From an optimization exercise on the open Yosys and OpenROAD flow, aimed at small area, a short achievable clock period and few clock cycles per item; shortcuts taken in it are not production practice.
Only simulation tests tie the RTL to the original design; equivalence was not proved.
Power figures rest on the tool's default switching activity, not on a simulated workload.

==> flow/design.v <==
module ppsb_fp_frame (
    input  wire [31:0] a,         
    input  wire [31:0] v,         
    input  wire [31:0] b,         
    output wire        a_big,     
    output wire [5:0]  shs,       
    output wire [5:0]  shv,       
    output wire        inf_lo,    
    output wire        inf_hi,    
    output wire [1:0]  etop       
);
    wire a_inf = (a[30:23] == 8'hFF);
    wire b_inf = (b[30:23] == 8'hFF);
    wire [7:0]  ea = {a[30:24], a[23] | (a[30:23] == 8'd0)};
    wire [7:0]  ev = {v[30:24], v[23] | (v[30:23] == 8'd0)};
    wire [7:0]  eb = {b[30:24], b[23] | (b[30:23] == 8'd0)};
    wire [7:0]  el  = a_inf ? ev : ea;
    wire [8:0]  tlb = {1'b0, el} - {1'b0, eb};
    wire [8:0]  tba = {1'b0, eb} - {1'b0, ea};
    wire [8:0]  tlv = {1'b0, el} - {1'b0, ev};
    wire [8:0]  tbv = {1'b0, eb} - {1'b0, ev};
    wire        l_big = !tlb[8];
    wire [7:0]  ss = l_big ? tlb[7:0] : tba[7:0];
    wire [7:0]  sv = l_big ? tlv[7:0] : tbv[7:0];
    wire [7:0]  ef = l_big ? el : eb;
    assign a_big  = l_big;
    assign shs    = {ss[7:5] != 3'd0, ss[4:0]};
    assign shv    = {sv[7:5] != 3'd0, sv[4:0]};
    assign inf_lo = a_inf;
    assign inf_hi = b_inf;
    assign etop   = {ef == 8'd253, ef == 8'd254};
endmodule
module ppsb_fp_diff (
    input  wire [24:0] a,
    input  wire [24:0] v,
    input  wire [24:0] b,
    input  wire        a_big,
    input  wire [5:0]  shs,
    input  wire [5:0]  shv,
    output wire [29:0] d_lo,      
    output wire [29:0] d_hi       
);
    localparam FT = 28;           
    wire [FT:0] xs, xv;
    ppsb_fp_align #(.W(FT + 1)) u_as (.m(a_big ? b[23:0] : a[23:0]), .sh(shs), .x(xs));
    ppsb_fp_align #(.W(FT + 1)) u_av (.m(v[23:0]), .sh(shv), .x(xv));
    wire [FT:0] xa = a_big ? {a[23:0], {(FT - 23){1'b0}}} : xs;
    wire [FT:0] xb = a_big ? xs : {b[23:0], {(FT - 23){1'b0}}};
    wire [FT+1:0] pa = {1'b0, xa};
    wire [FT+1:0] pv = {1'b0, xv};
    wire [FT+1:0] pb = {1'b0, xb};
    ppsb_add #(.W(FT + 2)) u_lo (
        .x(v[24] ? ~pv : pv), .y(a[24] ? pa : ~pa), .cin(v[24] | !a[24]), .s(d_lo));
    ppsb_add #(.W(FT + 2)) u_hi (
        .x(b[24] ? ~pb : pb), .y(v[24] ? pv : ~pv), .cin(b[24] | !v[24]), .s(d_hi));
endmodule
module ppsb_add #(
    parameter W = 30
) (
    input  wire [W-1:0] x,
    input  wire [W-1:0] y,
    input  wire         cin,
    output wire [W-1:0] s
);
    reg [W:0] g, p;
    integer   i, k;
    always @(*) begin
        g = {x & y, cin};
        p = {x ^ y, 1'b0};
        for (k = 0; (1 << k) <= W; k = k + 1)
            for (i = W; i >= 0; i = i - 1)
                if ((i >> k) & 1) begin
                    g[i] = g[i] | (p[i] & g[((i >> k) << k) - 1]);
                    p[i] = p[i] & p[((i >> k) << k) - 1];
                end
    end
    assign s = x ^ y ^ g[W-1:0];
endmodule
module ppsb_fp_align #(
    parameter W = 29
) (
    input  wire [23:0]  m,
    input  wire [5:0]   sh,       
    output wire [W-1:0] x
);
    reg [W-1:0] r;
    reg         st;
    always @(*) begin
        r  = {m, {(W - 24){1'b0}}};
        st = 1'b0;
        if (sh[0]) begin st = st | r[0];       r = r >> 1;  end
        if (sh[1]) begin st = st | (|r[1:0]);  r = r >> 2;  end
        if (sh[2]) begin st = st | (|r[3:0]);  r = r >> 4;  end
        if (sh[3]) begin st = st | (|r[7:0]);  r = r >> 8;  end
        if (sh[4]) begin st = st | (|r[15:0]); r = r >> 16; end
        if (sh[5]) begin
            r  = {W{1'b0}};
            st = |m;
        end
    end
    assign x = {r[W-1:1], r[0] | st};
endmodule
module ppsb_fp_pick (
    input  wire [30:0] d_lo,
    input  wire [30:0] d_hi,
    input  wire        inf_lo,
    input  wire        inf_hi,
    input  wire [1:0]  etop,
    output wire        upper
);
    wire [30:0] r_lo, r_hi;
    ppsb_fp_frnd u_rlo (.d(d_lo), .r(r_lo));
    ppsb_fp_frnd u_rhi (.d(d_hi), .r(r_hi));
    wire big_lo = inf_lo || (etop[0] && (r_lo[30] || r_lo[29])) || (etop[1] && r_lo[30]);
    wire big_hi = inf_hi || (etop[0] && (r_hi[30] || r_hi[29])) || (etop[1] && r_hi[30]);
    assign upper = !big_hi && (big_lo || (r_hi < r_lo));
endmodule
module ppsb_fp_frnd (
    input  wire [30:0] d,
    output wire [30:0] r
);
    reg  [30:0] keep;
    reg         above;
    integer     j;
    always @(*) begin
        above = 1'b0;
        for (j = 30; j >= 0; j = j - 1) begin
            if (j + 24 <= 30)
                above = above | d[j + 24];
            keep[j] = !above;
        end
    end
    wire [30:0] lsb_at = keep & ~{keep[29:0], 1'b0};
    reg         lsb, rb, sb;
    always @(*) begin
        lsb = |(d & lsb_at);
        rb  = 1'b0;
        sb  = 1'b0;
        for (j = 0; j < 30; j = j + 1) begin
            rb = rb | (d[j] & !keep[j] & keep[j + 1]);
            sb = sb | (d[j] & !keep[j + 1]);
        end
    end
    wire up = rb && (sb || lsb);
    assign r = (d & keep) + (up ? lsb_at : 31'd0);
endmodule
module ppsb_mag_cmp #(
    parameter W = 31
) (
    input  wire [W-1:0] a,
    input  wire [W-1:0] b,
    output wire         gt,
    output wire         eq
);
    generate
        if (W == 1) begin : leaf
            assign gt = a[0] && !b[0];
            assign eq = (a[0] == b[0]);
        end else begin : node
            localparam L = W / 2;
            wire hg, he, lg, le;
            ppsb_mag_cmp #(.W(W - L)) u_hi (.a(a[W-1:L]), .b(b[W-1:L]), .gt(hg), .eq(he));
            ppsb_mag_cmp #(.W(L))     u_lo (.a(a[L-1:0]), .b(b[L-1:0]), .gt(lg), .eq(le));
            assign gt = hg || (he && lg);
            assign eq = he && le;
        end
    endgenerate
endmodule
module ppsb_packer (
    input  wire        clk,
    input  wire        rst,
    input  wire        cfg_we,
    input  wire [4:0]  cfg_addr,
    input  wire [31:0] cfg_data,
    input  wire        in_valid,
    output wire        in_ready,
    input  wire [31:0] in_phase,
    output reg         out_valid,
    input  wire        out_ready,
    output reg  [23:0] out_px0,    
    output reg  [23:0] out_px1,    
    output reg  [23:0] out_px2,    
    output reg  [23:0] out_px3     
);
    genvar g;
    integer t;
    reg        wr_rst, wr_we;
    reg [4:0]  wr_addr;
    reg [31:0] wr_data;
    always @(posedge clk) begin
        wr_rst  <= rst;
        wr_we   <= cfg_we && !rst;
        wr_addr <= cfg_addr;
        wr_data <= cfg_data;
    end
    wire        cd_zero = (wr_data[30:0] == 31'd0);
    wire        cd_nan  = (wr_data[30:23] == 8'hFF) && (wr_data[22:0] != 23'd0);
    wire [31:0] lut_wd  = wr_rst ? 32'd0 : {wr_data[31] & ~cd_zero, wr_data[30:0]};
    wire        nan_wd  = !wr_rst && cd_nan;
    wire [31:0] code_wd = wr_rst ? 32'd0 : wr_data;
    reg  [31:0] lut [0:16];
    reg  [16:0] lnan;
    reg  [63:0] code_tab;
    generate
        for (g = 0; g < 17; g = g + 1) begin : tab
            always @(posedge clk)
                if (wr_rst || (wr_we && wr_addr == g)) begin
                    lut[g]  <= lut_wd;
                    lnan[g] <= nan_wd;
                end
        end
    endgenerate
    always @(posedge clk) begin
        if (wr_rst || (wr_we && wr_addr == 5'd17))
            code_tab[31:0] <= code_wd;
        if (wr_rst || (wr_we && wr_addr == 5'd18))
            code_tab[63:32] <= code_wd;
    end
    reg  [2:0] sk_n;
    reg        in_rdy;
    assign in_ready = in_rdy;
    wire in_fire  = in_valid && in_ready;
    reg [31:0] v0;
    reg        val0;
    always @(posedge clk) begin
        v0   <= in_phase;
        val0 <= !rst && in_fire;
    end
    wire        v_zero = (v0[30:0] == 31'd0);
    wire        v_nan  = (v0[30:23] == 8'hFF) && (v0[22:0] != 23'd0);
    wire        v_neg  = v0[31] && !v_zero;
    wire [16:0] lut_lt_v;    
    wire [16:0] v_lt_lut;    
    generate
        for (g = 0; g < 17; g = g + 1) begin : cmp
            wire l_neg = lut[g][31];
            wire m_gt, m_eq;
            ppsb_mag_cmp #(.W(31)) u_cmp (.a(lut[g][30:0]), .b(v0[30:0]), .gt(m_gt), .eq(m_eq));
            wire m_lt = !m_gt && !m_eq;
            assign lut_lt_v[g] = !lnan[g] &&
                ((l_neg && !v_neg) || (!l_neg && !v_neg && m_lt) || (l_neg && v_neg && m_gt));
            assign v_lt_lut[g] = !lnan[g] &&
                ((!l_neg && v_neg) || (!l_neg && !v_neg && m_gt) || (l_neg && v_neg && m_lt));
        end
    endgenerate
    wire [15:0] match = lut_lt_v[15:0] & v_lt_lut[16:1] & {16{!v_nan}};
    reg  [15:0] fm;
    reg         seen;
    integer     b;
    always @(*) begin
        seen = 1'b0;
        for (b = 0; b < 16; b = b + 1) begin
            fm[b] = match[b] && !seen;
            seen  = seen || match[b];
        end
    end
    reg [31:0] vm;
    reg [15:0] fmm;
    reg        seenm, valm;
    always @(posedge clk) begin
        vm    <= v0;
        fmm   <= fm;
        seenm <= seen;
        valm  <= !rst && val0;
    end
    reg [31:0] sel_lo, sel_hi;
    reg [3:0]  sel_clo, sel_chi;
    always @(*) begin
        sel_lo  = 32'd0;
        sel_hi  = 32'd0;
        sel_clo = seenm ? 4'd0 : code_tab[3:0];
        sel_chi = seenm ? 4'd0 : code_tab[3:0];
        for (t = 0; t < 16; t = t + 1) begin
            sel_lo  = sel_lo  | ({32{fmm[t]}} & lut[t]);
            sel_hi  = sel_hi  | ({32{fmm[t]}} & lut[t + 1]);
            sel_clo = sel_clo | ({4{fmm[t]}} & code_tab[4 * t +: 4]);
            sel_chi = sel_chi | ({4{fmm[t]}} & code_tab[4 * ((t + 1) % 16) +: 4]);
        end
    end
    wire [5:0] shs_w, shv_w;
    wire       a_big_w;
    wire       inf_lo_w, inf_hi_w;
    wire [1:0] etop_w;
    ppsb_fp_frame u_frame (
        .a(sel_lo), .v(vm), .b(sel_hi),
        .a_big(a_big_w), .shs(shs_w), .shv(shv_w),
        .inf_lo(inf_lo_w), .inf_hi(inf_hi_w), .etop(etop_w)
    );
    reg [24:0] v1, lo1, hi1;
    reg [5:0]  shs1, shv1;
    reg        a_big1;
    reg        inf_lo1, inf_hi1;
    reg [1:0]  etop1;
    reg [3:0]  clo1, chi1;
    reg        val1;
    always @(posedge clk) begin
        v1      <= {vm[31],     vm[30:23] != 8'd0,     vm[22:0]};
        lo1     <= {sel_lo[31], sel_lo[30:23] != 8'd0, sel_lo[22:0]};
        hi1     <= {sel_hi[31], sel_hi[30:23] != 8'd0, sel_hi[22:0]};
        a_big1  <= a_big_w;
        shs1    <= shs_w;
        shv1    <= shv_w;
        inf_lo1 <= inf_lo_w;
        inf_hi1 <= inf_hi_w;
        etop1   <= etop_w;
        clo1    <= sel_clo;
        chi1    <= sel_chi;
        val1    <= !rst && valm;
    end
    wire [29:0] d_lo_w, d_hi_w;
    ppsb_fp_diff u_diff (
        .a(lo1), .v(v1), .b(hi1),
        .a_big(a_big1), .shs(shs1), .shv(shv1),
        .d_lo(d_lo_w), .d_hi(d_hi_w)
    );
    reg [29:0] d_lo2, d_hi2;
    reg        inf_lo2, inf_hi2;
    reg [1:0]  etop2;
    reg [3:0]  clo2, chi2;
    reg        val2;
    always @(posedge clk) begin
        d_lo2   <= d_lo_w;
        d_hi2   <= d_hi_w;
        inf_lo2 <= inf_lo1;
        inf_hi2 <= inf_hi1;
        etop2   <= etop1;
        clo2    <= clo1;
        chi2    <= chi1;
        val2    <= !rst && val1;
    end
    wire upper;
    ppsb_fp_pick u_pick (
        .d_lo({1'b0, d_lo2}), .d_hi({1'b0, d_hi2}),
        .inf_lo(inf_lo2), .inf_hi(inf_hi2), .etop(etop2),
        .upper(upper)
    );
    wire [3:0] code = upper ? chi2 : clo2;
    reg  [3:0] sk [0:4];
    reg  [2:0] sk_wp, sk_rp;
    reg  [4:0] wb_plane;
    wire       sk_any = (sk_n != 3'd0);
    wire       can_wr = !out_valid || out_ready;
    wire       pop    = can_wr && sk_any;
    wire       push   = val2 && (sk_any || !can_wr);
    wire [3:0] wcode  = sk_any ? sk[sk_rp] : code;
    wire       pop0   = !out_valid && sk_any;
    wire       push0  = val2 && (sk_any || out_valid);
    wire [2:0] sk_nx0 = sk_n + {2'b0, push0} - {2'b0, pop0};
    wire [2:0] sk_nx1 = sk_n + {2'b0, val2 && sk_any} - {2'b0, sk_any};
    wire [2:0] sk_nx  = out_ready ? sk_nx1 : sk_nx0;
    wire       rdy_nx = out_ready ? (sk_nx1 == 3'd0) : (sk_nx0 == 3'd0);
    wire        wr_any = sk_any || val2;
    wire [23:0] wr_at;
    generate
        for (g = 0; g < 24; g = g + 1) begin : wsel
            assign wr_at[g] = wr_any && (wb_plane == g);
        end
    endgenerate
    always @(posedge clk)
        if (val2)
            sk[sk_wp] <= code;
    integer q;
    always @(posedge clk)
        for (q = 0; q < 24; q = q + 1)
            if (wr_at[q] && can_wr) begin
                out_px0[q] <= wcode[1];
                out_px1[q] <= wcode[3];
                out_px2[q] <= wcode[0];
                out_px3[q] <= wcode[2];
            end
    always @(posedge clk) begin
        if (rst) begin
            sk_n      <= 3'd0;
            sk_wp     <= 3'd0;
            sk_rp     <= 3'd0;
            in_rdy    <= 1'b1;
            wb_plane  <= 5'd0;
            out_valid <= 1'b0;
        end else begin
            sk_n   <= sk_nx;
            in_rdy <= rdy_nx;
            if (push)
                sk_wp <= (sk_wp == 3'd4) ? 3'd0 : sk_wp + 3'd1;
            if (pop)
                sk_rp <= (sk_rp == 3'd4) ? 3'd0 : sk_rp + 3'd1;
            if (wr_any && can_wr)
                wb_plane <= (wb_plane == 5'd23) ? 5'd0 : wb_plane + 5'd1;
            if (wr_at[23] && can_wr)
                out_valid <= 1'b1;
            else if (out_ready)
                out_valid <= 1'b0;
        end
    end
endmodule
==> flow/run.sh <==
#!/bin/bash
# synth_recipe.tcl (not shown) runs the flow's synth.tcl, then flattens the netlist and writes it again
# the make line also repeats each setting of config.mk as NAME=value (left out here)
make -C /OpenROAD-flow-scripts/flow DESIGN_CONFIG=/design/flow/config.mk WORK_HOME=/design/flow/orfs CLKGATE_MAP_FILE= SYNTH_SCRIPT=/design/flow/synth_recipe.tcl finish
==> flow/config.mk <==
export PLATFORM = sky130hd
export DESIGN_NAME = ppsb_packer
export DESIGN_NICKNAME = ppsb_packer
export VERILOG_FILES = /design/flow/design.v
export SDC_FILE = /design/flow/constraint.sdc
export NUM_CORES = 4
export LEC_CHECK = 0
export CAP_MARGIN = 20
export CORE_MARGIN = 2
export CORE_UTILIZATION = 40
export SLEW_MARGIN = 20
==> flow/constraint.sdc <==
create_clock -name core_clock -period 35.0 [get_ports {clk}]
set_input_delay 7.0000 -clock core_clock [delete_from_list [all_inputs] [get_ports {clk}]]
set_output_delay 7.0000 -clock core_clock [all_outputs]
set_load 0.01 [all_outputs]
==> results of run 1 <==
[power by group through the flow]
| stage | registers, mW | clock network, mW | logic [mW] |
|---|---|---|---|
| floorplan | 1.68 | 0 | 1.28 |
| global placement | 1.81 | 0 | 1.75 |
| detailed placement | 1.81 | 0 | 1.77 |
| CTS | 1.79 | 1.27 | 1.78 |
| global route | 1.81 | 1.32 | 1.97 |
| finish | 1.80 | 1.26 | 1.80 |
[cells in the mapped netlist, types with 33 or more instances]
| library cell | count | area, um2 |
|---|---|---|
| nand3_1 | 141 | 706 |
| o211ai_1 | 34 | 255 |
| nor2b_1 | 84 | 526 |
| mux4_2 | 41 | 923 |
| nor2_1 | 292 | 1100 |
| edfxtp_1 | 741 | 22300 |
| a22o_1 | 230 | 2010 |
| buf_1 | 50 | 188 |
| nand2_1 | 266 | 998 |
| mux2i_1 | 66 | 661 |
| o21ai_0 | 120 | 601 |
| a22oi_1 | 102 | 766 |
| a211oi_1 | 44 | 330 |
| xor2_1 | 75 | 657 |
| nand2b_1 | 33 | 206 |
| a21oi_1 | 264 | 1320 |
| nor3_1 | 91 | 455 |
| ha_1 | 661 | 8270 |
| clkbuf_1 | 167 | 627 |
| dfxtp_1 | 315 | 6310 |
| nand4_1 | 155 | 970 |
| a21o_1 | 161 | 1210 |
| a221oi_1 | 246 | 2150 |
| nor4_1 | 56 | 350 |
| xnor2_1 | 136 | 1190 |
| inv_1 | 155 | 582 |
| and3_1 | 44 | 275 |
[routing by layer]
| metal | track usage (%) | up-vias | wire length (um) | part of all wire (%) |
|---|---|---|---|---|
| li1 | - | 20600 | - | - |
| met1 | 38.2 | 23000 | 87600 | 39 |
| met2 | 44.4 | 3162 | 97500 | 43 |
| met3 | 7.03 | 685 | 26500 | 12 |
| met4 | 15.1 | 0 | 14300 | 6.3 |
| met5 | 0 | - | 0 | 0 |
[through the flow]
step | utilization [%] | worst slack, ps
final | 45.7 | 25660
after global routing | 45.7 | 25390
after CTS | 45.7 | 25660
after detailed placement | 43.0 | 24830
after floorplan | - | 26630
after global placement | 43.0 | 24950
[final cells by class]
cell class              count  area (um2)
fillers                 13500       80000
multi-input cells        3723       29400
flip-flops and latches   1056       28600
clock buffers             130        3040
well taps                1930        2410
repair buffers            256        2370
clock inverters            91         910
inverters                 159         597
diodes                      1        2.50
[cells in the final DEF, fill, tap and decap left out, types with 22 or more instances in the layout]
| cell | instances |
|---|---|
| mux2_2 | 25 |
| a22oi_1 | 102 |
| nand3_1 | 141 |
| and2_1 | 27 |
| o21a_1 | 27 |
| a22o_1 | 230 |
| nor2_1 | 292 |
| a211oi_1 | 44 |
| clkinv_2 | 22 |
| mux2i_1 | 66 |
| edfxtp_1 | 741 |
| nor2b_1 | 76 |
| clkbuf_16 | 119 |
| clkdlybuf4s50_1 | 171 |
| xnor2_1 | 136 |
| a21oi_1 | 264 |
| a221oi_1 | 246 |
| o21ai_1 | 25 |
| dfxtp_1 | 296 |
| xor2_1 | 75 |
| a31oi_1 | 26 |
| nor3_1 | 90 |
| nand4_1 | 155 |
| buf_4 | 84 |
| o21ai_0 | 119 |
| nand2b_1 | 33 |
| a21o_1 | 158 |
| and3_1 | 44 |
| ha_1 | 661 |
| nor4_1 | 56 |
| inv_1 | 155 |
| nand2_1 | 254 |
| o211ai_1 | 34 |
| mux4_2 | 41 |
[registers in the layout (all words and copies together), names as in the netlist, 24 cells and up, named ones only]
| register | flops |
|---|---|
| v1 | 25 |
| out_px0 | 24 |
| lut | 544 |
| d_lo2 | 30 |
| v0 | 32 |
| lo1 | 25 |
| code_tab | 64 |
| out_px3 | 24 |
| vm | 32 |
| hi1 | 25 |
| out_px1 | 24 |
| d_hi2 | 30 |
| wr_data | 32 |
| out_px2 | 24 |
[cell families (layout without fill, tap and decap cells)]
kind of cell,after synthesis,in the layout,share of synthesized area (%)
AO/OA/AOI/OAI,1406,1406,17.3
multiplexers,133,133,3.17
adder cells (fa/ha/maj),681,681,14.6
AND/OR/NAND/NOR,1290,1290,11.1
buffers and inverters,378,636,2.40
other,1,3,0.00634
flip-flops,1056,1056,48.3
XOR/XNOR,211,211,3.12
[worst max path at each step]
| stage | from | to | slack (ps) | cells after the start |
|---|---|---|---|---|
| after global routing | out_ready | out_px1[7] | 25390 | 5 |
| after global placement | out_ready | out_px0[7] | 24950 | 5 |
| after CTS | out_ready | out_px3[7] | 25660 | 5 |
| final | out_ready | out_px1[7] | 25660 | 5 |
| after floorplan | out_ready | out_px0[7] | 26630 | 4 |
| after detailed placement | out_ready | out_px1[7] | 24830 | 5 |
==> impl_metrics.toml, run 1 <==
[run_status]
outcome = "no timing/DRC/antenna violations"

[power_and_ir_drop]
irDropWorstVdd_mv = 0.0476
power_density_nw_per_um2 = 72.1
intPower_mw = 2.98
p_sw_mw = 1.87
p_leak_nw = 26.1
switching_share_pct = 38.6
p_clk_share_pct = 25.9
power.total_mw = 4.85
sequentialPowerShare_pct = 37.0
comb_power_share_pct = 37.1

[final_layout]
synthToLayoutAreaGrowth_pct = 13.7
finalNetCount = 6064
final_cells = 7346
finalInstanceArea_um2 = 67300
drive_gt1_share_pct = 7.87

[detailed_routing]
wl_per_cell_um = 30.8
ant_nets = 0
vias_per_cell = 6.46
wirelength_mm = 226
drcViolationCount = 0
drt_iter0_markers = 6378
num_vias = 47500
drt_pass1_iterations = 9

[worst_setup_path]
cp-start-kind = "input port"
r2r-start = "d_lo2[28]"
critPathBufInv = 1
rrSetupSlack_ps = 27040
max_stage_delay_ps = 870
path_delay_family = "simple AND/OR/NAND/NOR gates"
reg2reg_depth = 32
crit_fanout = 12
reg2reg_to = "out_px0[4]"
crit_type = "input port to flip-flop"
crit_chain = "clkdlybuf4s50_1 -> nor2b_1 -> a21oi_1 -> nand2_1 -> nor4b_1"
cp_slowest_cell = "nor4b_1"
cp.required_ps = 35380
arrival_ps = 9720
cp-end-kind = "flip-flop"

[floorplanning]
num_rows = 141
start_util_pct = 40.2
io_pins = 172
die_area_um2 = 151000
core_um2 = 147000
die_y_um = 389
die_width_um = 389

[clocking]
ctsLongestPathBuffers = 3
holdBufCountCts = 0
cts_tree = "built"
cts_resized = 0
post_cts_buffers = 0
cts-htree-levels = 3
clock-sinks = 1056
numCtsBuffers = 116
clk_latency_ps = 770
clkTransAtPathRegs_ps = 70
cts_root_buf = "clkbuf_16"

[synthesis]
ys.flop_type = "edfxtp_1"
synth_edf_count = 741
yosysWarnings = 6
syn_area_um2 = 59200
yosysSeqAreaShare_pct = 48.3
yosysUniqueCellTypes = 88
syn_avg_cell_area_um2 = 11.5
synthArstFlopShare_pct = 0
netlist_instances = 5156
ys_ff_latch = 1056

[placed_design]
dp_hpwl_mm = 159
portBuffers = 171
routabilityCongestion = 0.987
placed_cell_area_um2 = 63300
dp_cells = 7123

[min_path]
hold_depth = 0
hp-class = "flip-flop to flip-flop"
min_delay_worst_endpoint = "v1[0]"
min_from = "vm[0]"

[run]
maxCapViolCount = 0

[global_route]
antenna_found_initial = 5
grt.total_usage_pct = 29.1
grt_start_max_net_pins = 61
first_global_vias = 44900
grt_pass1_wl_mm = 320
grt-ovfl-total = 0

[sta]
fmax_mhz = 107
rsz0062_at_grt = "no"
relSlewSlack_pct = 20.7
clock_skew_ps = 61.4
hold_viol_final = 0
slew_violations = 0
worst_hold_slack_ps = 310
max_slew.worst_pin.slew_ps = 1190
fin_crit_ps = 9340
tns_ps = 0
final-setup-viol-count = 0
fin_crit_sh_pct = 26.7
Testbench counts, summed over its fixed seeds: cycles 18,512, items 768.
==> inputs of run 2 (changes only) <==
--- a/flow/design.v
+++ b/flow/design.v
@@ -337,7 +337,7 @@
     wire [3:0] code = upper ? chi2 : clo2;
     reg  [3:0] sk [0:4];
     reg  [2:0] sk_wp, sk_rp;
-    reg  [4:0] wb_plane;
+    reg  [23:0] wb_at;       
     wire       sk_any = (sk_n != 3'd0);
     wire       can_wr = !out_valid || out_ready;
     wire       pop    = can_wr && sk_any;
@@ -350,19 +350,14 @@
     wire [2:0] sk_nx  = out_ready ? sk_nx1 : sk_nx0;
     wire       rdy_nx = out_ready ? (sk_nx1 == 3'd0) : (sk_nx0 == 3'd0);
     wire        wr_any = sk_any || val2;
-    wire [23:0] wr_at;
-    generate
-        for (g = 0; g < 24; g = g + 1) begin : wsel
-            assign wr_at[g] = wr_any && (wb_plane == g);
-        end
-    endgenerate
+    wire        wr_go  = wr_any && can_wr;
     always @(posedge clk)
         if (val2)
             sk[sk_wp] <= code;
     integer q;
     always @(posedge clk)
         for (q = 0; q < 24; q = q + 1)
-            if (wr_at[q] && can_wr) begin
+            if (wb_at[q] && wr_go) begin
                 out_px0[q] <= wcode[1];
                 out_px1[q] <= wcode[3];
                 out_px2[q] <= wcode[0];
@@ -374,7 +369,7 @@
             sk_wp     <= 3'd0;
             sk_rp     <= 3'd0;
             in_rdy    <= 1'b1;
-            wb_plane  <= 5'd0;
+            wb_at     <= 24'd1;
             out_valid <= 1'b0;
         end else begin
             sk_n   <= sk_nx;
@@ -383,9 +378,9 @@
                 sk_wp <= (sk_wp == 3'd4) ? 3'd0 : sk_wp + 3'd1;
             if (pop)
                 sk_rp <= (sk_rp == 3'd4) ? 3'd0 : sk_rp + 3'd1;
-            if (wr_any && can_wr)
-                wb_plane <= (wb_plane == 5'd23) ? 5'd0 : wb_plane + 5'd1;
-            if (wr_at[23] && can_wr)
+            if (wr_go)
+                wb_at <= {wb_at[22:0], wb_at[23]};
+            if (wb_at[23] && wr_go)
                 out_valid <= 1'b1;
             else if (out_ready)
                 out_valid <= 1'b0;
--- a/flow/config.mk
+++ b/flow/config.mk
@@ -8,4 +8,6 @@
 export CAP_MARGIN = 20
 export CORE_MARGIN = 2
 export CORE_UTILIZATION = 40
+export CTS_CLUSTER_DIAMETER = 150
+export CTS_CLUSTER_SIZE = 20
 export SLEW_MARGIN = 20
==> run 2 against run 1 <==
Effect of this change: combinational power is 3% higher; routed wire length rose by 2.0%; highest routed layer is now met5; synthesized area rose by 0.92%; flip-flop and latch count increased by 19; core utilization decreased by 1.3 points; worst setup slack improved by 650 ps; critical path depth fell by 4; final area fell by 2.5%; critical path type is now flip-flop to primary output; clock-buffer cell count decreased by 21; largest power group is now combinational cells; still clean on timing, DRC and antenna; global-route usage increased by 0.34 points; sequential share of layout area rose by 1.7 points.
==> impl_metrics.toml, run 2 <==
[run_status]
outcome = "no timing/DRC/antenna violations"

[power_and_ir_drop]
sequentialPowerShare_pct = 40.8
power.total_mw = 4.42
power_density_nw_per_um2 = 67.4
p_leak_nw = 25.3
p_sw_mw = 1.77
intPower_mw = 2.65
switching_share_pct = 40.1
p_clk_share_pct = 17.4
comb_power_share_pct = 41.8
irDropWorstVdd_mv = 0.0462

[min_path]
hp-class = "flip-flop to flip-flop"

[detailed_routing]
wirelength_mm = 230
wl_per_cell_um = 31.8
drcViolationCount = 0
drt_iter0_markers = 6638
vias_per_cell = 6.53
num_vias = 47200
drt_pass1_iterations = 9
ant_nets = 0

[sta]
finalWorstSetupSlack_ps = 26300
hold_viol_final = 0
rsz0062_at_grt = "no"
fin_crit_ps = 8700
clock_skew_ps = 68.5
fmax_mhz = 115
relSlewSlack_pct = 15.7
tns_ps = 0
max_slew.worst_pin.slew_ps = 1250
fin_crit_sh_pct = 24.8
slew_violations = 0
final-setup-viol-count = 0

[synthesis]
yosysUniqueCellTypes = 94
synth_top_cell_by_area = "edfxtp_1"
yosys-top-cells-count = "741 x edfxtp_1, 656 x ha_1, 334 x dfxtp_1"
yosysWarnings = 6
yosysMostFrequentCell = "edfxtp_1"
syn_avg_cell_area_um2 = 11.6
yosysSeqAreaShare_pct = 48.5
netlist_instances = 5156
ys.flop_type = "edfxtp_1"
syn_area_um2 = 59700
synth.area.top_cells = "edfxtp_1 37%, ha_1 14%, dfxtp_1 11%"
synth_top_area_share_pct = 37.3
synth_edf_count = 741
ys_ff_latch = 1075
synthArstFlopShare_pct = 0

[floorplanning]
die_width_um = 390
io_pins = 172
die_y_um = 390
num_rows = 141
core_um2 = 148000
start_util_pct = 40.3
die_area_um2 = 152000

[placed_design]
placed_cell_area_um2 = 63800
routabilityCongestion = 1.00
dp_hpwl_mm = 163
dpl_worst_slack_ps = 26130
portBuffers = 171

[final_layout]
largest_reg_flops = 544
synthToLayoutAreaGrowth_pct = 9.91
multi_input_area_um2 = 29500
largestRegisters = "lut: 544 flops, code_tab: 64 flops"
finalNetCount = 6001
fin_util_pct = 44.3
drive_gt1_share_pct = 6.03
largest_register = "lut"
layout_commonest_cell = "edfxtp_1"
fill_cells = 13600
seq_area_um2 = 29000
finalInstanceArea_um2 = 65600
final_cell_mix = "741 x edfxtp_1, 656 x ha_1, 315 x dfxtp_1"

[global_route]
first_global_vias = 44400
grt-ovfl-total = 0
grt_pass1_wl_mm = 324
grt.total_usage_pct = 29.4
antenna_found_initial = 12
grt_start_max_net_pins = 79

[worst_setup_path]
cp.required_ps = 28000
arrival_ps = 1700
cp-end-kind = "primary output"
max_stage_delay_ps = 590
crit_chain = "clkdlybuf4s50_1"
path_delay_family = "buffers and inverters"
cp_slowest_cell = "clkdlybuf4s50_1"
cp-start-kind = "flip-flop"
rrSetupSlack_ps = 26770
crit_fanout = 5
crit_type = "flip-flop to primary output"
critPathBufInv = 1

[clocking]
cts-htree-levels = 2
holdBufCountCts = 0
cts_resized = 0
cts_tree = "built"
clock-sinks = 1075
post_cts_buffers = 0
clk_latency_ps = 750
clkTransAtPathRegs_ps = 90
cts_root_buf = "clkbuf_16"
numCtsBuffers = 59
ctsLongestPathBuffers = 3

[run]
maxCapViolCount = 0
run 2: through the flow:
step	hold WS, ps	instances
after global routing	333	7234
after CTS	326	7234
after floorplan	310	5157
final	324	7237
after detailed placement	312	7123
after global placement	311	7122
run 2: cells by family (layout without fill, tap and decap cells):
group | after synthesis | in the layout | share of synthesized area [%]
AO/OA/AOI/OAI | 1439 | 1439 | 17.6
multiplexers | 147 | 147 | 3.55
XOR/XNOR | 206 | 206 | 3.02
buffers and inverters | 390 | 537 | 2.49
adder cells (fa/ha/maj) | 675 | 675 | 14.4
AND/OR/NAND/NOR | 1223 | 1223 | 10.5
other | 1 | 5 | 0.00628
flip-flops | 1075 | 1075 | 48.5
run 2: power by group through the flow:
stage                     logic, mW  clock network, mW  registers, mW
after floorplan                1.30                  0           1.69
after global placement         1.80                  0           1.82
after detailed placement       1.82                  0           1.82
after CTS                      1.83              0.781           1.79
after global routing           2.02              0.821           1.81
final                          1.85              0.771           1.80
run 2: final timing paths:
kind | startpoint | end | depth (start not counted)
min reg2reg | etop1[0] | etop2[0] | 0
max reg2reg | d_lo2[29] | out_px0[11] | 30
max | out_valid | out_valid | 1
min | etop1[0] | etop2[0] | 0
run 2: final cells by class:
class	instances	area share, %
Multi-Input combinational cell	3692	44.9
Sequential cell	1075	44.2
Tap cell	1930	3.68
Timing Repair Buffer	256	3.57
Clock buffer	109	2.60
Inverter	170	0.972
Clock inverter	2	0.0763
Antenna cell	3	0.0114
run 2: routing by layer:
layer	GRT usage [%]	share of wire (%)
met1	38.9	39
met2	45.4	44
met3	6.87	11
met4	14.0	5.8
met5	0	0.040
Testbench counts of run 2, summed over its fixed seeds: cycles 18,512, items 768.
==> inputs of run 3 (changes only) <==
--- a/flow/config.mk
+++ b/flow/config.mk
@@ -7,7 +7,8 @@
 export LEC_CHECK = 0
 export CAP_MARGIN = 20
 export CORE_MARGIN = 2
-export CORE_UTILIZATION = 40
+export CORE_UTILIZATION = 55
 export CTS_CLUSTER_DIAMETER = 150
 export CTS_CLUSTER_SIZE = 20
+export PLACE_DENSITY = 0.65
 export SLEW_MARGIN = 20
==> run 3 against run 2 <==
Effect of this change: via count up 0.54%; final cell count decreased by 7.1%; clock-buffer cell count fell by 4; sequential share of layout area is 0.40 points higher; worst setup slack improved by 3.3 ps; largest power group unchanged; highest routed layer unchanged.
==> impl_metrics.toml, run 3 <==
[run_status]
outcome = "no timing/DRC/antenna violations"

[power_and_ir_drop]
irDropWorstVdd_mv = 0.0498
p_sw_mw = 1.75
p_clk_share_pct = 17.2
intPower_mw = 2.64
power_density_nw_per_um2 = 67.6
comb_power_share_pct = 41.6
sequentialPowerShare_pct = 41.2
p_leak_nw = 25.3
power.total_mw = 4.39
switching_share_pct = 39.9

[final_layout]
drive_gt1_share_pct = 6.11
largest_reg_flops = 544
finalNetCount = 6015
largestRegisters = "lut: 544 flops, code_tab: 64 flops"
finalInstanceArea_um2 = 65000
fin_util_pct = 60.5
fill_cells = 8778
layout_commonest_cell = "edfxtp_1"
largest_register = "lut"
synthToLayoutAreaGrowth_pct = 8.87
final_cell_mix = "741 x edfxtp_1, 656 x ha_1, 315 x dfxtp_1"

[min_path]
hold_depth = 0
hp-class = "flip-flop to flip-flop"
min_from = "vm[16]"
min_delay_worst_endpoint = "v1[16]"

[clocking]
clock-sinks = 1075
cts_resized = 0
clkTransAtPathRegs_ps = 90
cts_root_buf = "clkbuf_16"
clk_latency_ps = 740
cts_tree = "built"
ctsLongestPathBuffers = 3
cts-htree-levels = 2
numCtsBuffers = 59
holdBufCountCts = 0
post_cts_buffers = 0

[detailed_routing]
drt_pass1_iterations = 8
ant_nets = 0
vias_per_cell = 7.07
drcViolationCount = 0
wl_per_cell_um = 33.5
drt_iter0_markers = 6994
num_vias = 47500
wirelength_mm = 225

[worst_setup_path]
cp-end-kind = "primary output"
cp_slowest_cell = "clkdlybuf4s50_1"
reg2reg_depth = 29
cp.required_ps = 28000
cp-start-kind = "flip-flop"
rrSetupSlack_ps = 26830
r2r-start = "fmm[7]"
critPathBufInv = 1
arrival_ps = 1690
max_stage_delay_ps = 630
crit_chain = "clkdlybuf4s50_1"
path_delay_family = "buffers and inverters"
reg2reg_to = "shv1[5]"
crit_type = "flip-flop to primary output"
crit_fanout = 1

[synthesis]
syn_area_um2 = 59700
ys.flop_type = "edfxtp_1"
yosysUniqueCellTypes = 94
netlist_instances = 5156
synth_top_cell_by_area = "edfxtp_1"
syn_avg_cell_area_um2 = 11.6
synth.area.top_cells = "edfxtp_1 37%, ha_1 14%, dfxtp_1 11%"
yosysSeqAreaShare_pct = 48.5
synth_top_area_share_pct = 37.3
yosysWarnings = 6
ys_ff_latch = 1075
synth_edf_count = 741
yosysMostFrequentCell = "edfxtp_1"
synthArstFlopShare_pct = 0
yosys-top-cells-count = "741 x edfxtp_1, 656 x ha_1, 334 x dfxtp_1"

[placed_design]
portBuffers = 171
placed_cell_area_um2 = 63300
dp_hpwl_mm = 161
routabilityCongestion = 1.02

[floorplanning]
die_area_um2 = 111000
die_width_um = 333
io_pins = 172
start_util_pct = 55.6
die_y_um = 333
core_um2 = 107000
num_rows = 120

[sta]
hold_viol_final = 0
final-setup-viol-count = 0
slew_violations = 0
fmax_mhz = 115
rsz0062_at_grt = "no"
fin_crit_sh_pct = 24.8
tns_ps = 0
clock_skew_ps = 50.3
max_slew.worst_pin.slew_ps = 1270
fin_crit_ps = 8690
relSlewSlack_pct = 13.4

[run]
maxCapViolCount = 0

[global_route]
grt-ovfl-total = 0
grt_pass1_wl_mm = 319
antenna_found_initial = 19
grt.total_usage_pct = 39.7
first_global_vias = 44800
grt_start_max_net_pins = 82
run 3: worst max-delay path by stage:
stage / end / cells past startpoint / startpoint / slack (ps)
floorplan: out_px0[0] / 6 / out_ready / 26610
global placement: out_px0[23] / 6 / out_ready / 26230
detailed placement: out_px0[23] / 6 / out_ready / 26200
CTS: out_px0[10] / 1 / out_px0[10] / 26270
global route: out_px1[13] / 30 / d_lo2[29] / 26120
finish: out_px0[10] / 1 / out_px0[10] / 26310
run 3: cell type report:
cell class                      count  area (um2)  area share (%)
Clock buffer                      105        1670            2.57
Clock inverter                      3        56.3          0.0866
Antenna cell                        3        7.51          0.0115
Sequential cell                  1075       29000            44.6
Tap cell                         1403        1760            2.70
Multi-Input combinational cell   3692       29400            45.3
Inverter                          170         638           0.982
Timing Repair Buffer              270        2450            3.78
run 3: kinds of logic (layout without fill, tap and decap cells):
logic type / Yosys count / count (layout) / synth area share [%]
other: 1 / 5 / 0.00628
buffers and inverters: 390 / 548 / 2.49
XOR/XNOR: 206 / 206 / 3.02
flip-flops: 1075 / 1075 / 48.5
AND/OR/NAND/NOR: 1223 / 1223 / 10.5
AO/OA/AOI/OAI: 1439 / 1439 / 17.6
adder cells (fa/ha/maj): 675 / 675 / 14.4
multiplexers: 147 / 147 / 3.55
run 3: power groups by stage:
stage | sequential (mW) | clock (mW) | combinational (mW)
floorplan | 1.69 | 0 | 1.30
global placement | 1.83 | 0 | 1.77
detailed placement | 1.83 | 0 | 1.79
CTS | 1.80 | 0.761 | 1.80
global route | 1.82 | 0.804 | 1.99
finish | 1.81 | 0.755 | 1.83
run 3: worst reg2reg max path: cells and delay by family (launching register included):
family	cells	cell delay, ps
xor gates and xnor gates	2	300
AOI/OAI and AO/OA	14	2990
buffers and inverters	2	1090
DFF	1	770
adders and majority gates	3	750
and+or+nand+nor	8	2150
run 3: routing by layer:
| metal | track usage (%) | wire, um |
|---|---|---|
| met1 | 50.4 | 82700 |
| met3 | 10.5 | 27200 |
| met5 | 0 | 89 |
| met2 | 61.2 | 98500 |
| met4 | 23.2 | 16400 |
run 3: per-stage QoR:
stage	worst slack [ps]	hold WS, ps	std cells
floorplan	26610	310	5157
global placement	26230	311	6609
detailed placement	26200	312	6610
CTS	26270	323	6718
global route	26120	329	6718
finish	26310	319	6721

## what the ideal ports hide
No port has a modelled driver above. Below, the same layouts with a new extraction and two added sets of constraints. Step 1 sets driving cells, clkbuf_16 on the clock port and buf_2 on the other inputs (assumed; they add their load-dependent delay and slew). Step 2 adds t to the input delays and takes it off the output delays; t is the mean of the earliest and latest rising clock arrival at the registers after step 1. Input paths then give back, and output paths get back, about the clock's delay inside the block. Slacks: no drivers / after step 1 / after step 2; pairs: no drivers / after step 1.
| run | shift t [ns] | setup WS [ns] | hold slack, ns | slew at the worst register clock pin (ns) | cell pins on the clock port's net |
|---|---|---|---|---|---|
| run 1 | 0.821 | 25.657 / 25.712 / 24.892 | 0.310 / 0.310 / 0.310 | 0.07 / 0.07 | 1 |
| run 2 | 0.796 | 26.303 / 26.222 / 26.085 | 0.324 / 0.324 / 0.324 | 0.11 / 0.11 | 1 |
| run 3 | 0.799 | 26.306 / 26.226 / 26.170 | 0.319 / 0.319 / 0.319 | 0.11 / 0.11 | 1 |
After both steps setup and hold are still met in every run listed. For run 1, which loses most, drivers alone change the setup slack by +0.055 ns; drivers and shift together by -0.765 ns.
